Source: an optimization exercise on an open RTL-to-GDS flow (aim: small area, a short achievable clock period and few clock cycles per item). Production flows keep margins and buffers that such runs may drop. Function was checked by simulation only, so behaviour that the tests miss may differ from the original. Power figures rest on the tool's default switching activity, not on a simulated workload.

==> flow/design.v, too long to show whole: its modules and the start of the top module <==
// module hse_huff_rom: 1391 lines
// module hse_item_coder: 144 lines
// module hse_bv_enc: 159 lines
module hse_bv_enc (
    input  wire        clk,
    input  wire        rst,        
    input  wire        in_valid,
    output wire        in_ready,
    input  wire [1:0]  in_op,      
    input  wire [5:0]  in_tbl,
    input  wire [13:0] in_a,
    input  wire [13:0] in_b,
    input  wire        in_sa,
    input  wire        in_sb,
    output wire        out_valid,
    output wire [7:0]  out_byte,
    output wire        err
);
  // ...
==> flow/flow/run.sh <==
#!/bin/bash
# Layout flow: the standard flow, with its synthesis unchanged
# (standard.sh synth), then the rest of the standard flow with two changes:
#  - repair_timing aims at a larger setup slack (SETUP_SLACK_MARGIN, from
#    flow/margin.txt), so that the timing repair keeps shortening paths the
#    14 ns clock alone would accept;
#  - the buffer that the flow puts on every input and output port is a
#    sky130_fd_sc_hd__buf_4 instead of the delay buffer buffer_ports picks.
# The clock, the constraints and every other step are the standard ones.
# Each step's log is written next to this script's work folder.
set -euo pipefail
MARGIN=$(tr -d ' \n' < flow/margin.txt)
bash standard.sh synth > flow_synth.log 2>&1
sed "s|\"\${@:-finish}\"|SETUP_SLACK_MARGIN=$MARGIN 'BUFFER_PORTS_ARGS=-buffer_cell sky130_fd_sc_hd__buf_4' \"\${@:-finish}\"|" standard.sh > standard_margin.sh
bash standard_margin.sh > flow_layout.log 2>&1
==> flow/flow/margin.txt <==
9.8
==> flow/standard.sh <==
#!/bin/bash
# synth_recipe.tcl (not shown) runs the flow's synth.tcl, then flattens the netlist and writes it again
# the make line also repeats each setting of config.mk as NAME=value (left out here)
make -C /OpenROAD-flow-scripts/flow DESIGN_CONFIG=/design/flow/config.mk WORK_HOME=/design/flow/orfs CLKGATE_MAP_FILE= SYNTH_SCRIPT=/design/flow/synth_recipe.tcl "${@:-finish}"
==> flow/config.mk <==
export PLATFORM = sky130hd
export DESIGN_NAME = hse_bv_enc
export DESIGN_NICKNAME = hse_bv_enc
export VERILOG_FILES = /design/flow/design.v
export SDC_FILE = /design/flow/constraint.sdc
export NUM_CORES = 4
export LEC_CHECK = 0
export CAP_MARGIN = 10
export CORE_MARGIN = 2
export CORE_UTILIZATION = 20
export PLACE_DENSITY = 0.35
export SLEW_MARGIN = 10
export SYNTH_MEMORY_MAX_BITS = 65536
export TNS_END_PERCENT = 0
==> flow/constraint.sdc <==
create_clock -name core_clock -period 14.0 [get_ports {clk}]
set_input_delay 2.8000 -clock core_clock [delete_from_list [all_inputs] [get_ports {clk}]]
set_output_delay 2.8000 -clock core_clock [all_outputs]
set_load 0.01 [all_outputs]
==> out/results.ini, run 1 <==
[timing]
period_share_pct=34.25
slew_headroom_pct=3.417
finClkSkew_ps=16.65

[cells_and_area]
num_antenna_cells=43
buffers=343
clock_area_share_pct=1.565
largest_reg_flops=56
multi_input_area_share_pct=67.40
clkbuf_count=17
seq_area_share_pct=13.38

[job]
maxCapViolCount=0

[setup_path]
critPathSlowestCell=or3b_1
setup.worst_path.start=r1ae
cp_max_fo=61
cp_cell_sequence=buf_12, or3b_1, buf_4, a21oi_1, nand2_1, o21ai_2, o211ai_1, o211ai_1, a21o_1
crit_family=compound AO/OA/AOI/OAI gates
cp_data_arrival_time_ps=5030
r2r-start=r1ae
worst-path-buf-inv=2
required_ps=14230

[clock_tree]
htreeDepth=4
cts_root_buf=clkbuf_16

[outcome]
status=complete, no violations

[floorplanning]
start_util_pct=20.12
pin_count=52
rows=142
fp.dieH_um=392.0

[yosys]
synth_seq_cells=188
synth_top_area_share_pct=10.07
ys_warn_count=3
synth-xor-area-share_pct=1.658
synth_area_leader_cell=edfxtp_1
yosys.area_share.simple_pct=22.20
synth_most_common_cell=a21oi_1
synth_compound_area_share_pct=38.94

[route]
routed_wl_um=288400

[place]
io_buffers=51
place_hpwl_um=196800
dp_cells=5991

[power]
p_int_mw=1.773
powerComb_mw=3.21

[global_routing]
grtUsageMet3_pct=19.57

Testbench counts, summed over its fixed seeds: cycles 6,951, items 6,325.
==> module hse_item_coder, before the edit <==
module hse_item_coder (
    input  wire [1:0]  op,       
    input  wire [5:0]  tbl,
    input  wire [3:0]  ti,       
    input  wire        esc,      
    input  wire [13:0] a,
    input  wire [13:0] b,
    input  wire        a_esc,    
    input  wire        b_esc,    
    input  wire        a_nz,     
    input  wire        b_nz,     
    input  wire [3:0]  xl,       
    input  wire [3:0]  yl,       
    input  wire        sa,
    input  wire        sb,
    output wire [6:0]  cv,
    output wire [4:0]  cl,
    output wire [27:0] ext,
    output wire [4:0]  xb,
    output wire [4:0]  cmax,
    output wire        bad
);
    wire is_pair = (op == 2'd0);
    wire is_quad = (op == 2'd1);
    wire t_zero = (tbl == 6'd0);
    wire t_bad  = (tbl == 6'd4) || tbl[5];
    reg [3:0]  xmax;
    reg [3:0]  lb;                  
    reg [12:0] lmask;               
    reg [4:0]  maxl;                
    always @(*) begin
        case (tbl[3:0])
            4'd1:                xmax = 4'd1;
            4'd2, 4'd3:          xmax = 4'd2;
            4'd5, 4'd6:          xmax = 4'd3;
            4'd7, 4'd8, 4'd9:    xmax = 4'd5;
            4'd10, 4'd11, 4'd12: xmax = 4'd7;
            default:             xmax = 4'd15;
        endcase
        case ({tbl[4], tbl[3:0]})
            5'd14, 5'd16: lb = 4'd1;
            5'd17: lb = 4'd2;
            5'd18: lb = 4'd3;
            5'd19: lb = 4'd4;
            5'd20: lb = 4'd6;
            5'd21: lb = 4'd8;
            5'd22: lb = 4'd10;
            5'd23: lb = 4'd13;
            5'd24: lb = 4'd4;
            5'd25: lb = 4'd5;
            5'd26: lb = 4'd6;
            5'd27: lb = 4'd7;
            5'd28: lb = 4'd8;
            5'd29: lb = 4'd9;
            5'd30: lb = 4'd11;
            5'd31: lb = 4'd13;
            default: lb = 4'd0;
        endcase
        lmask = ~((13'd1 << lb) - 13'd1);
        case (ti)
            4'd1:         maxl = 5'd3;
            4'd2, 4'd3:   maxl = 5'd6;
            4'd5:         maxl = 5'd8;
            4'd6:         maxl = 5'd7;
            4'd7:         maxl = 5'd11;
            4'd8:         maxl = 5'd10;
            4'd9:         maxl = 5'd8;
            4'd10:        maxl = 5'd12;
            4'd11:        maxl = 5'd11;
            4'd12:        maxl = 5'd10;
            4'd15:        maxl = 5'd14;
            4'd0:         maxl = 5'd13;
            default:      maxl = 5'd17;
        endcase
    end
    wire [13:0] a_exc = a - 14'd15;
    wire [13:0] b_exc = b - 14'd15;
    wire        a_bad = esc ? (a_esc && (a_exc[13] || (a_exc[12:0] & lmask) != 13'd0))
                            : ((a[13:4] != 10'd0) || (a[3:0] > xmax));
    wire        b_bad = esc ? (b_esc && (b_exc[13] || (b_exc[12:0] & lmask) != 13'd0))
                            : ((b[13:4] != 10'd0) || (b[3:0] > xmax));
    wire [3:0]  xs = a[3:0] | {4{a_esc}};
    wire [3:0]  ys = b[3:0] | {4{b_esc}};
    wire [6:0] pcode;
    wire [4:0] plen;
    hse_huff_rom u_rom (
        .ti  (ti),
        .x   (xs),
        .y   (ys),
        .code(pcode),
        .len (plen)
    );
    wire [13:0] xv   = a_esc ? {a_exc[12:0], sa} : {13'd0, sa && a_nz};
    wire [13:0] yv   = b_esc ? {b_exc[12:0], sb} : {13'd0, sb && b_nz};
    wire [27:0] pext = ({14'd0, xv} << yl) | {14'd0, yv};
    wire [4:0]  pxb  = {1'b0, xl} + {1'b0, yl};
    wire        pair_on = is_pair && !t_zero && !t_bad;
    reg [5:0] qcode;
    reg [2:0] qlen;
    always @(*) begin
        if (tbl[0]) begin                  
            qcode = {2'b00, ~a[3:0]};
            qlen  = 3'd4;
        end else begin                     
            case (a[3:0])
                4'd0:  begin qcode = 6'b000001; qlen = 3'd1; end
                4'd1:  begin qcode = 6'b000101; qlen = 3'd4; end
                4'd2:  begin qcode = 6'b000100; qlen = 3'd4; end
                4'd3:  begin qcode = 6'b000101; qlen = 3'd5; end
                4'd4:  begin qcode = 6'b000110; qlen = 3'd4; end
                4'd5:  begin qcode = 6'b000101; qlen = 3'd6; end
                4'd6:  begin qcode = 6'b000100; qlen = 3'd5; end
                4'd7:  begin qcode = 6'b000100; qlen = 3'd6; end
                4'd8:  begin qcode = 6'b000111; qlen = 3'd4; end
                4'd9:  begin qcode = 6'b000011; qlen = 3'd5; end
                4'd10: begin qcode = 6'b000110; qlen = 3'd5; end
                4'd11: begin qcode = 6'b000000; qlen = 3'd6; end
                4'd12: begin qcode = 6'b000111; qlen = 3'd5; end
                4'd13: begin qcode = 6'b000010; qlen = 3'd6; end
                4'd14: begin qcode = 6'b000011; qlen = 3'd6; end
                default: begin qcode = 6'b000001; qlen = 3'd6; end
            endcase
        end
    end
    reg [3:0] qext;
    reg [2:0] qxb;
    integer   m;
    always @(*) begin
        qext = 4'd0;
        qxb  = 3'd0;
        for (m = 3; m >= 0; m = m - 1) begin
            if (a[m]) begin
                qext = {qext[2:0], b[m]};
                qxb  = qxb + 3'd1;
            end
        end
    end
    assign cv   = pair_on ? pcode : (is_quad ? {1'b0, qcode} : 7'd0);
    assign cl   = pair_on ? plen  : (is_quad ? {2'd0, qlen} : 5'd0);
    assign cmax = pair_on ? maxl  : (is_quad ? {2'd0, qlen} : 5'd0);
    assign ext  = pair_on ? pext  : (is_quad ? {24'd0, qext} : 28'd0);
    assign xb   = pair_on ? pxb   : (is_quad ? {2'd0, qxb} : 5'd0);
    assign bad  = (op == 2'd3) || (is_pair && (t_bad || (!t_zero && (a_bad || b_bad))));
endmodule
==> module hse_bv_enc, before the edit <==
module hse_bv_enc (
    input  wire        clk,
    input  wire        rst,        
    input  wire        in_valid,
    output wire        in_ready,
    input  wire [1:0]  in_op,      
    input  wire [5:0]  in_tbl,
    input  wire [13:0] in_a,
    input  wire [13:0] in_b,
    input  wire        in_sa,
    input  wire        in_sb,
    output wire        out_valid,
    output wire [7:0]  out_byte,
    output wire        err
);
    localparam C = 56;             
    reg        r1v;
    reg [1:0]  r1op;
    reg [5:0]  r1tbl;
    reg [3:0]  r1ti;
    reg        r1esc;
    reg [13:0] r1a, r1b;
    reg        r1ae, r1be;         
    reg        r1az, r1bz;         
    reg [3:0]  r1xl, r1yl;         
    reg        r1sa, r1sb;
    wire [3:0] in_ti  = (in_tbl[5:4] != 2'd0) ? (in_tbl[3] ? 4'd0 : 4'd14) : in_tbl[3:0];
    wire       in_esc = in_tbl[4] || (in_tbl == 6'd14);
    reg  [3:0] in_lb1;             
    always @(*) begin
        case (in_tbl[4:0])
            5'd14, 5'd16: in_lb1 = 4'd2;
            5'd17: in_lb1 = 4'd3;
            5'd18: in_lb1 = 4'd4;
            5'd19: in_lb1 = 4'd5;
            5'd20: in_lb1 = 4'd7;
            5'd21: in_lb1 = 4'd9;
            5'd22: in_lb1 = 4'd11;
            5'd23: in_lb1 = 4'd14;
            5'd24: in_lb1 = 4'd5;
            5'd25: in_lb1 = 4'd6;
            5'd26: in_lb1 = 4'd7;
            5'd27: in_lb1 = 4'd8;
            5'd28: in_lb1 = 4'd9;
            5'd29: in_lb1 = 4'd10;
            5'd30: in_lb1 = 4'd12;
            5'd31: in_lb1 = 4'd14;
            default: in_lb1 = 4'd1;
        endcase
    end
    wire       in_ae = in_esc && (in_a >= 14'd15);
    wire       in_be = in_esc && (in_b >= 14'd15);
    reg        r2v;
    reg        r2ok;               
    reg        r2f;                
    reg [6:0]  r2c;                
    reg [4:0]  r2cl;               
    reg [27:0] r2e;                
    reg [4:0]  r2xb;               
    reg [C-1:0] acc;
    reg         ov;                
    reg [5:0]   fr;
    reg         rdy;
    reg         err_r;
    assign in_ready  = rdy;
    assign out_valid = ov;
    assign out_byte  = acc[C-1:C-8];
    assign err       = err_r;
    wire [6:0]  cv;
    wire [4:0]  cl;
    wire [27:0] ext;
    wire [4:0]  xb;
    wire [4:0]  cmax;
    wire        bad;
    hse_item_coder u_coder (
        .op   (r1op),
        .tbl  (r1tbl),
        .ti   (r1ti),
        .esc  (r1esc),
        .a    (r1a),
        .b    (r1b),
        .a_esc(r1ae),
        .b_esc(r1be),
        .a_nz (r1az),
        .b_nz (r1bz),
        .xl   (r1xl),
        .yl   (r1yl),
        .sa   (r1sa),
        .sb   (r1sb),
        .cv   (cv),
        .cl   (cl),
        .ext  (ext),
        .xb   (xb),
        .cmax (cmax),
        .bad  (bad)
    );
    wire         take = in_valid && rdy;
    wire [C-1:0] acc1 = ov ? {acc[C-9:0], 8'd0} : acc;
    wire [6:0]   d    = {1'b0, fr} - {2'd0, r2xb} - {2'd0, r2cl};    
    wire         m2   = r2v && r2ok;                    
    wire         m1   = r1v && !err_r && (!r2v || m2);  
    wire [5:0]   shc  = fr - {1'b0, r2cl};
    wire [C-1:0] ins  = ({{(C-28){1'b0}}, r2e} << d[5:0]) | ({{(C-7){1'b0}}, r2c} << shc);
    wire [C-1:0] acc_n = (m2 && !r2f) ? (acc1 | ins) : acc1;
    wire [5:0]   base = !m2 ? fr : (r2f ? {fr[5:3], 3'd0} : d[5:0]);
    wire         ov_n = (base <= C - 8);
    wire [5:0]   fr_n = base + (ov_n ? 6'd8 : 6'd0);
    wire       err_n = err_r || (m1 && bad);
    wire       r2v_n = (m1 && !bad) || (r2v && !m2);
    wire       r1v_n = take || (r1v && !m1);
    wire [5:0] k      = m1 ? ((r1op == 2'd2) ? 6'd0 : {1'b0, xb} + {1'b0, cmax})
                           : (r2f ? 6'd0 : {1'b0, r2xb} + {1'b0, r2cl});
    wire       fits_n = (fr_n >= k);
    wire       rdy_n = !err_n && (!r1v_n || !r2v_n || fits_n);
    always @(posedge clk) begin
        if (rst) begin
            r1v   <= 1'b0;
            r2v   <= 1'b0;
            r2ok  <= 1'b0;
            ov    <= 1'b0;
            fr    <= C;
            rdy   <= 1'b0;
            err_r <= 1'b0;
            acc   <= {C{1'b0}};
        end else begin
            r1v   <= r1v_n && !err_n;
            r2v   <= r2v_n;
            r2ok  <= fits_n;
            ov    <= ov_n;
            fr    <= fr_n;
            rdy   <= rdy_n;
            err_r <= err_n;
            acc   <= acc_n;
        end
        if (rdy) begin
            r1op  <= in_op;
            r1tbl <= in_tbl;
            r1ti  <= in_ti;
            r1esc <= in_esc;
            r1a   <= in_a;
            r1b   <= in_b;
            r1ae  <= in_ae;
            r1be  <= in_be;
            r1az  <= (in_a != 14'd0);
            r1bz  <= (in_b != 14'd0);
            r1xl  <= in_ae ? in_lb1 : {3'd0, in_a != 14'd0};
            r1yl  <= in_be ? in_lb1 : {3'd0, in_b != 14'd0};
            r1sa  <= in_sa;
            r1sb  <= in_sb;
        end
        if (m1) begin
            r2c  <= cv;
            r2cl <= cl;
            r2e  <= ext;
            r2xb <= xb;
            r2f  <= (r1op == 2'd2);
        end
    end
endmodule
==> run 2, diff against run 1 <==
--- a/flow/design.v
+++ b/flow/design.v
@@ -1380,24 +1380,60 @@
             {4'd0, 4'd15, 4'd8}: begin code = 7'd41; len = 5'd9; end
             {4'd0, 4'd15, 4'd9}: begin code = 7'd62; len = 5'd10; end
             {4'd0, 4'd15, 4'd10}: begin code = 7'd56; len = 5'd10; end
             {4'd0, 4'd15, 4'd11}: begin code = 7'd50; len = 5'd10; end
             {4'd0, 4'd15, 4'd12}: begin code = 7'd28; len = 5'd11; end
             {4'd0, 4'd15, 4'd13}: begin code = 7'd21; len = 5'd11; end
             {4'd0, 4'd15, 4'd14}: begin code = 7'd15; len = 5'd11; end
             {4'd0, 4'd15, 4'd15}: begin code = 7'd10; len = 5'd11; end
+            {4'd4, 4'd0, 4'd0}: begin code = 7'd1; len = 5'd1; end
+            {4'd4, 4'd0, 4'd1}: begin code = 7'd15; len = 5'd4; end
+            {4'd4, 4'd0, 4'd15}: begin code = 7'd0; len = 5'd0; end
+            {4'd4, 4'd1, 4'd0}: begin code = 7'd5; len = 5'd4; end
+            {4'd4, 4'd1, 4'd1}: begin code = 7'd14; len = 5'd4; end
+            {4'd4, 4'd2, 4'd0}: begin code = 7'd4; len = 5'd4; end
+            {4'd4, 4'd2, 4'd1}: begin code = 7'd13; len = 5'd4; end
+            {4'd4, 4'd3, 4'd0}: begin code = 7'd5; len = 5'd5; end
+            {4'd4, 4'd3, 4'd1}: begin code = 7'd12; len = 5'd4; end
+            {4'd4, 4'd4, 4'd0}: begin code = 7'd6; len = 5'd4; end
+            {4'd4, 4'd4, 4'd1}: begin code = 7'd11; len = 5'd4; end
+            {4'd4, 4'd5, 4'd0}: begin code = 7'd5; len = 5'd6; end
+            {4'd4, 4'd5, 4'd1}: begin code = 7'd10; len = 5'd4; end
+            {4'd4, 4'd6, 4'd0}: begin code = 7'd4; len = 5'd5; end
+            {4'd4, 4'd6, 4'd1}: begin code = 7'd9; len = 5'd4; end
+            {4'd4, 4'd7, 4'd0}: begin code = 7'd4; len = 5'd6; end
+            {4'd4, 4'd7, 4'd1}: begin code = 7'd8; len = 5'd4; end
+            {4'd4, 4'd8, 4'd0}: begin code = 7'd7; len = 5'd4; end
+            {4'd4, 4'd8, 4'd1}: begin code = 7'd7; len = 5'd4; end
+            {4'd4, 4'd9, 4'd0}: begin code = 7'd3; len = 5'd5; end
+            {4'd4, 4'd9, 4'd1}: begin code = 7'd6; len = 5'd4; end
+            {4'd4, 4'd10, 4'd0}: begin code = 7'd6; len = 5'd5; end
+            {4'd4, 4'd10, 4'd1}: begin code = 7'd5; len = 5'd4; end
+            {4'd4, 4'd11, 4'd0}: begin code = 7'd0; len = 5'd6; end
+            {4'd4, 4'd11, 4'd1}: begin code = 7'd4; len = 5'd4; end
+            {4'd4, 4'd12, 4'd0}: begin code = 7'd7; len = 5'd5; end
+            {4'd4, 4'd12, 4'd1}: begin code = 7'd3; len = 5'd4; end
+            {4'd4, 4'd13, 4'd0}: begin code = 7'd2; len = 5'd6; end
+            {4'd4, 4'd13, 4'd1}: begin code = 7'd2; len = 5'd4; end
+            {4'd4, 4'd14, 4'd0}: begin code = 7'd3; len = 5'd6; end
+            {4'd4, 4'd14, 4'd1}: begin code = 7'd1; len = 5'd4; end
+            {4'd4, 4'd15, 4'd0}: begin code = 7'd1; len = 5'd6; end
+            {4'd4, 4'd15, 4'd1}: begin code = 7'd0; len = 5'd4; end
             default: begin code = 7'bx; len = 5'bx; end
         endcase
     end
 endmodule
 module hse_item_coder (
     input  wire [1:0]  op,       
     input  wire [5:0]  tbl,
     input  wire [3:0]  ti,       
+    input  wire [3:0]  rx,       
+    input  wire [3:0]  ry,       
+    input  wire        emp,      
     input  wire        esc,      
     input  wire [13:0] a,
     input  wire [13:0] b,
     input  wire        a_esc,    
     input  wire        b_esc,    
     input  wire        a_nz,     
     input  wire        b_nz,     
     input  wire [3:0]  xl,       
@@ -1443,46 +1479,45 @@
             5'd27: lb = 4'd7;
             5'd28: lb = 4'd8;
             5'd29: lb = 4'd9;
             5'd30: lb = 4'd11;
             5'd31: lb = 4'd13;
             default: lb = 4'd0;
         endcase
         lmask = ~((13'd1 << lb) - 13'd1);
-        case (ti)
-            4'd1:         maxl = 5'd3;
-            4'd2, 4'd3:   maxl = 5'd6;
-            4'd5:         maxl = 5'd8;
-            4'd6:         maxl = 5'd7;
-            4'd7:         maxl = 5'd11;
-            4'd8:         maxl = 5'd10;
-            4'd9:         maxl = 5'd8;
-            4'd10:        maxl = 5'd12;
-            4'd11:        maxl = 5'd11;
-            4'd12:        maxl = 5'd10;
-            4'd15:        maxl = 5'd14;
-            4'd0:         maxl = 5'd13;
-            default:      maxl = 5'd17;
+        case (tbl[4:0])
+            5'd1:                 maxl = 5'd3;
+            5'd2, 5'd3:           maxl = 5'd6;
+            5'd5:                 maxl = 5'd8;
+            5'd6:                 maxl = 5'd7;
+            5'd7:                 maxl = 5'd11;
+            5'd8:                 maxl = 5'd10;
+            5'd9:                 maxl = 5'd8;
+            5'd10:                maxl = 5'd12;
+            5'd11:                maxl = 5'd11;
+            5'd12:                maxl = 5'd10;
+            5'd15:                maxl = 5'd14;
+            5'd24, 5'd25, 5'd26, 5'd27,
+            5'd28, 5'd29, 5'd30, 5'd31: maxl = 5'd13;
+            default:              maxl = 5'd17;
         endcase
     end
     wire [13:0] a_exc = a - 14'd15;
     wire [13:0] b_exc = b - 14'd15;
     wire        a_bad = esc ? (a_esc && (a_exc[13] || (a_exc[12:0] & lmask) != 13'd0))
                             : ((a[13:4] != 10'd0) || (a[3:0] > xmax));
     wire        b_bad = esc ? (b_esc && (b_exc[13] || (b_exc[12:0] & lmask) != 13'd0))
                             : ((b[13:4] != 10'd0) || (b[3:0] > xmax));
-    wire [3:0]  xs = a[3:0] | {4{a_esc}};
-    wire [3:0]  ys = b[3:0] | {4{b_esc}};
     wire [6:0] pcode;
     wire [4:0] plen;
     hse_huff_rom u_rom (
-        .ti  (ti),
-        .x   (xs),
-        .y   (ys),
+        .ti  (emp ? 4'd4 : ti),
+        .x   (emp ? 4'd0 : rx),
+        .y   (emp ? 4'd15 : ry),
         .code(pcode),
         .len (plen)
     );
     wire [13:0] xv   = a_esc ? {a_exc[12:0], sa} : {13'd0, sa && a_nz};
     wire [13:0] yv   = b_esc ? {b_exc[12:0], sb} : {13'd0, sb && b_nz};
     wire [27:0] pext = ({14'd0, xv} << yl) | {14'd0, yv};
     wire [4:0]  pxb  = {1'b0, xl} + {1'b0, yl};
     wire        pair_on = is_pair && !t_zero && !t_bad;
@@ -1521,18 +1556,18 @@
         qxb  = 3'd0;
         for (m = 3; m >= 0; m = m - 1) begin
             if (a[m]) begin
                 qext = {qext[2:0], b[m]};
                 qxb  = qxb + 3'd1;
             end
         end
     end
-    assign cv   = pair_on ? pcode : (is_quad ? {1'b0, qcode} : 7'd0);
-    assign cl   = pair_on ? plen  : (is_quad ? {2'd0, qlen} : 5'd0);
+    assign cv   = pcode;
+    assign cl   = plen;
     assign cmax = pair_on ? maxl  : (is_quad ? {2'd0, qlen} : 5'd0);
     assign ext  = pair_on ? pext  : (is_quad ? {24'd0, qext} : 28'd0);
     assign xb   = pair_on ? pxb   : (is_quad ? {2'd0, qxb} : 5'd0);
     assign bad  = (op == 2'd3) || (is_pair && (t_bad || (!t_zero && (a_bad || b_bad))));
 endmodule
 module hse_bv_enc (
     input  wire        clk,
     input  wire        rst,        
@@ -1548,24 +1583,30 @@
     output wire [7:0]  out_byte,
     output wire        err
 );
     localparam C = 56;             
     reg        r1v;
     reg [1:0]  r1op;
     reg [5:0]  r1tbl;
     reg [3:0]  r1ti;
+    reg [3:0]  r1rx, r1ry;         
+    reg        r1emp;              
     reg        r1esc;
     reg [13:0] r1a, r1b;
     reg        r1ae, r1be;         
     reg        r1az, r1bz;         
     reg [3:0]  r1xl, r1yl;         
     reg        r1sa, r1sb;
-    wire [3:0] in_ti  = (in_tbl[5:4] != 2'd0) ? (in_tbl[3] ? 4'd0 : 4'd14) : in_tbl[3:0];
+    wire       in_pair = (in_op == 2'd0);
+    wire       in_quad = (in_op == 2'd1);
+    wire [3:0] in_ti  = in_quad ? 4'd4 :
+                        (in_tbl[5:4] != 2'd0) ? (in_tbl[3] ? 4'd0 : 4'd14) : in_tbl[3:0];
     wire       in_esc = in_tbl[4] || (in_tbl == 6'd14);
+    wire       in_emp = !in_quad && !(in_pair && (in_tbl != 6'd0) && (in_tbl != 6'd4) && !in_tbl[5]);
     reg  [3:0] in_lb1;             
     always @(*) begin
         case (in_tbl[4:0])
             5'd14, 5'd16: in_lb1 = 4'd2;
             5'd17: in_lb1 = 4'd3;
             5'd18: in_lb1 = 4'd4;
             5'd19: in_lb1 = 4'd5;
             5'd20: in_lb1 = 4'd7;
@@ -1578,18 +1619,18 @@
             5'd27: in_lb1 = 4'd8;
             5'd28: in_lb1 = 4'd9;
             5'd29: in_lb1 = 4'd10;
             5'd30: in_lb1 = 4'd12;
             5'd31: in_lb1 = 4'd14;
             default: in_lb1 = 4'd1;
         endcase
     end
-    wire       in_ae = in_esc && (in_a >= 14'd15);
-    wire       in_be = in_esc && (in_b >= 14'd15);
+    wire       in_ae = in_pair && in_esc && (in_a >= 14'd15);
+    wire       in_be = in_pair && in_esc && (in_b >= 14'd15);
     reg        r2v;
     reg        r2ok;               
     reg        r2f;                
     reg [6:0]  r2c;                
     reg [4:0]  r2cl;               
     reg [27:0] r2e;                
     reg [4:0]  r2xb;               
     reg [C-1:0] acc;
@@ -1606,16 +1647,19 @@
     wire [27:0] ext;
     wire [4:0]  xb;
     wire [4:0]  cmax;
     wire        bad;
     hse_item_coder u_coder (
         .op   (r1op),
         .tbl  (r1tbl),
         .ti   (r1ti),
+        .rx   (r1rx),
+        .ry   (r1ry),
+        .emp  (r1emp),
         .esc  (r1esc),
         .a    (r1a),
         .b    (r1b),
         .a_esc(r1ae),
         .b_esc(r1be),
         .a_nz (r1az),
         .b_nz (r1bz),
         .xl   (r1xl),
@@ -1666,16 +1710,19 @@
             rdy   <= rdy_n;
             err_r <= err_n;
             acc   <= acc_n;
         end
         if (rdy) begin
             r1op  <= in_op;
             r1tbl <= in_tbl;
             r1ti  <= in_ti;
+            r1rx  <= in_a[3:0] | {4{in_ae}};
+            r1ry  <= in_quad ? {3'd0, in_tbl[0]} : (in_b[3:0] | {4{in_be}});
+            r1emp <= in_emp;
             r1esc <= in_esc;
             r1a   <= in_a;
             r1b   <= in_b;
             r1ae  <= in_ae;
             r1be  <= in_be;
             r1az  <= (in_a != 14'd0);
             r1bz  <= (in_b != 14'd0);
             r1xl  <= in_ae ? in_lb1 : {3'd0, in_a != 14'd0};
==> run 2 against run 1 <==
Cell area is 1.0% higher; area after synthesis shrank 2.0%; first-iteration DRC count decreased by 0.64%; critical path type unchanged; worst hold slack improved by 17 ps; still clean; worst setup slack improved by 160 ps; sequential power rose by 12%; synthesized cell count increased by 0.55%.
==> out/results.ini, run 2 <==
[power]
leakagePower_nw=12.10
p_sw_share_pct=62.62
p_total_mw=5.493
p_clk_share_pct=10.2
p_switching_mw=3.440
ir_drop_mv=0.1137
p_seq_share_pct=14.1
p_per_area_mw_per_mm2=152.2
combPwrFrac_pct=75.7
p_int_mw=2.053  ; +16%

[setup_path]
startpoint_type=register
crit_type=reg -> reg
cp_cell_sequence=buf_12, inv_2, nand2_1, buf_4, clkinvlp_4, buf_4, ha_2, buf_12, nor2b_4, o21ai_0, nand3_2, nand4_1, a21oi_2, o31ai_2, o31ai_1
critPathSlowestCell=nor2b_4
end_kind=register
cp_data_arrival_time_ps=4990  ; -40 ps
cp_max_fo=13  ; -79%
max_stage_delay_ps=760
required_ps=14350  ; +120 ps

[floorplanning]
fp.dieH_um=388.1  ; -0.98%
die_w_um=388.1
core-area_sq_mm=0.1461
start_util_pct=20.20  ; +0.076 points
dieArea_sq_mm=0.1506
pin_count=52  ; unchanged
rows=140  ; -1.4%

[timing]
fin_tns_setup_ps=0
hold_viol_final=0
hold_ws_ps=486.7
drv_slew=0
fmax_ghz=0.2158
worst_slew_pin_slew_ps=1399
layout_setup_ws_ps=9365
setup_viol=0
finClkSkew_ps=35.81  ; +19.17 ps
min_period_ps=4635
slew_headroom_pct=6.502  ; +3.1 points
rsz0062_at_grt=yes
period_share_pct=33.11  ; -1.1 points

[cells_and_area]
drive_above_1_share_pct=19.96
area_delta_synth_final_pct=22.30
largest-register=acc
mostFrequentLayoutCell=a21oi_1
largest_reg_flops=56  ; unchanged
fin_nets=4308
fin_cells=6144
reg_top3=acc x56, r2e x28
final_cell_mix=392 x a21oi_1, 353 x o21ai_0, 335 x nand2_1

[route]
num_vias=43851
ant_nets=0
drt_iter0_drc=7553
wl_per_cell_um=54.56
drcViolationCount=0
drt_pass1_iterations=8
vias_per_cell=7.137
routed_wl_um=335200  ; +16%

[global_routing]
grt_antenna_before_repair=62
grt_pass1_wl_um=429100
globalRouteOverflowTotal=0
grtUsageTotal_pct=43.08
grt_pass1_vias=39778
grt_max_degree=88

[yosys]
synth_edf_count=110
synth_nets=4347
synthArstFlopShare_pct=0
synth_top_area_share_pct=11.19  ; +1.1 points
ys_types=100
synth_ff_type=edfxtp_1
synth_seq_cells=194  ; +3.2%
ys_warn_count=3  ; unchanged
syn_area_sq_mm=0.02951
syn_avg_cell_area_sq_um=7.035
synth_most_common_cell=a21oi_1
yosysSeqAreaShare_pct=16.89
synthTopCellsByCount=424 x a21oi_1, 387 x o21ai_0, 361 x nor2_1
synth_area_leader_cell=edfxtp_1
synth_area_leaders=edfxtp_1 11%, a21oi_1 7.2%, o21ai_0 6.6%
netlist_instances=4195

[place]
place_hpwl_um=230600  ; +17%
pre_cts_slack_ps=7714
place_congestion=1.152
io_buffers=51  ; unchanged
dp_cells=5969  ; -0.37%

[clock_tree]
cts_sinks=194
cts_tree=built
path_clk_slew_ps=120
clk_latency_ps=550
cts_root_buf=clkbuf_16
clk_path_buf_depth=2
htreeDepth=4  ; unchanged
cts_made_buffers=17

[outcome]
status=complete, no violations

[min_path]
hp-class=reg -> reg

[job]
maxCapViolCount=0  ; unchanged

run 2: stage by stage:
step,instance area (sq um),utilization [%]
CTS,34780,23.81
floorplan,29510,-
global route,35970,24.62
global placement,32620,22.33
finish,36090,24.71
detailed placement,32640,22.34
run 2: power by group through the flow:
| stage | clock (mW) | combinational, mW | sequential [mW] |
|---|---|---|---|
| CTS | 0.573 | 3.71 | 0.773 |
| finish | 0.561 | 4.16 | 0.774 |
| global placement | 0 | 3.60 | 0.790 |
| global route | 0.589 | 4.13 | 0.782 |
| floorplan | 0 | 1.86 | 0.728 |
| detailed placement | 0 | 3.53 | 0.789 |
run 2: path summary, 6_finish.rpt:
path,endpoint,start,slack (ps),cells past startpoint
hold / removal,acc[2],acc[2],490,2
hold reg to reg,acc[2],acc[2],490,2
setup / recovery,r2c[3],r1emp,9370,15
setup reg to reg,r2c[3],r1emp,9370,15
run 2: final cells by class:
| cell class | count | area, sq um |
|---|---|---|
| Fill cell | 16496 | 110000 |
| Multi-Input combinational cell | 3455 | 23690 |
| Sequential cell | 194 | 4995 |
| Timing Repair Buffer | 408 | 3906 |
| Tap cell | 1917 | 2399 |
| Clock buffer | 18 | 429.2 |
| Inverter | 80 | 369.1 |
| Clock inverter | 14 | 162.7 |
| Antenna cell | 58 | 145.1 |
run 2: cell families after synthesis:
kind of cell	synth area share, %
flip-flops	16.89
adder cells (fa/ha/maj)	4.986
AND/OR/NAND/NOR	22.30
XOR/XNOR	1.564
multiplexers	7.008
AO/OA/AOI/OAI	39.09
buffers and inverters	8.161
run 2: routing by layer:
| metal | wire length, um | up-vias | track usage [%] |
|---|---|---|---|
| li1 | - | 16170 | - |
| met1 | 119400 | 21693 | 47.69 |
| met2 | 133600 | 4314 | 59.61 |
| met3 | 42990 | 1642 | 21.39 |
| met4 | 38650 | 32 | 40.11 |
| met5 | 514 | - | 0 |
run 2: critical path, delay by kind of cell (launching register included):
family | cells | cell delay (ps)
simple gates | 4 | 1640
buf+inv | 6 | 1030
compound gates | 4 | 970
flops | 1 | 480
fa+ha+maj | 1 | 250
run 2: repair_timing:
item	in CTS	in global routing
hold buffers	0	0
pin swaps	20	26
gates resized for setup	261	169
cloned	6	4
setup endpoints to repair	75	68
setup buffers	37	30
Testbench counts of run 2, summed over its fixed seeds: cycles 6,951, items 6,325.

re-timing with driven ports:
In the flow no input, the clock included, has a driving cell. The finished layouts below were timed again as built, in two steps. Step 1, drivers: a clkbuf_16 drives clk and a buf_2 each remaining input, both assumed. Step 2, shift: input delay + t, output delay - t, t = (earliest + latest rising clock arrival at the registers) / 2. This alone moves slack from input paths to output paths. Slacks: ideal / step 1 / step 2; pairs: ideal / step 1.
run	shift t [ns]	setup WS [ns]	worst data-port slew with drivers (ns)
run 1	0.565	9.205 / 9.205 / 9.199	0.08
run 2	0.621	9.365 / 9.365 / 9.204	0.08
After both steps every run listed still meets setup and hold. For run 2, which loses most, drivers alone change the setup slack by 0.000 ns; drivers and shift together by -0.161 ns.
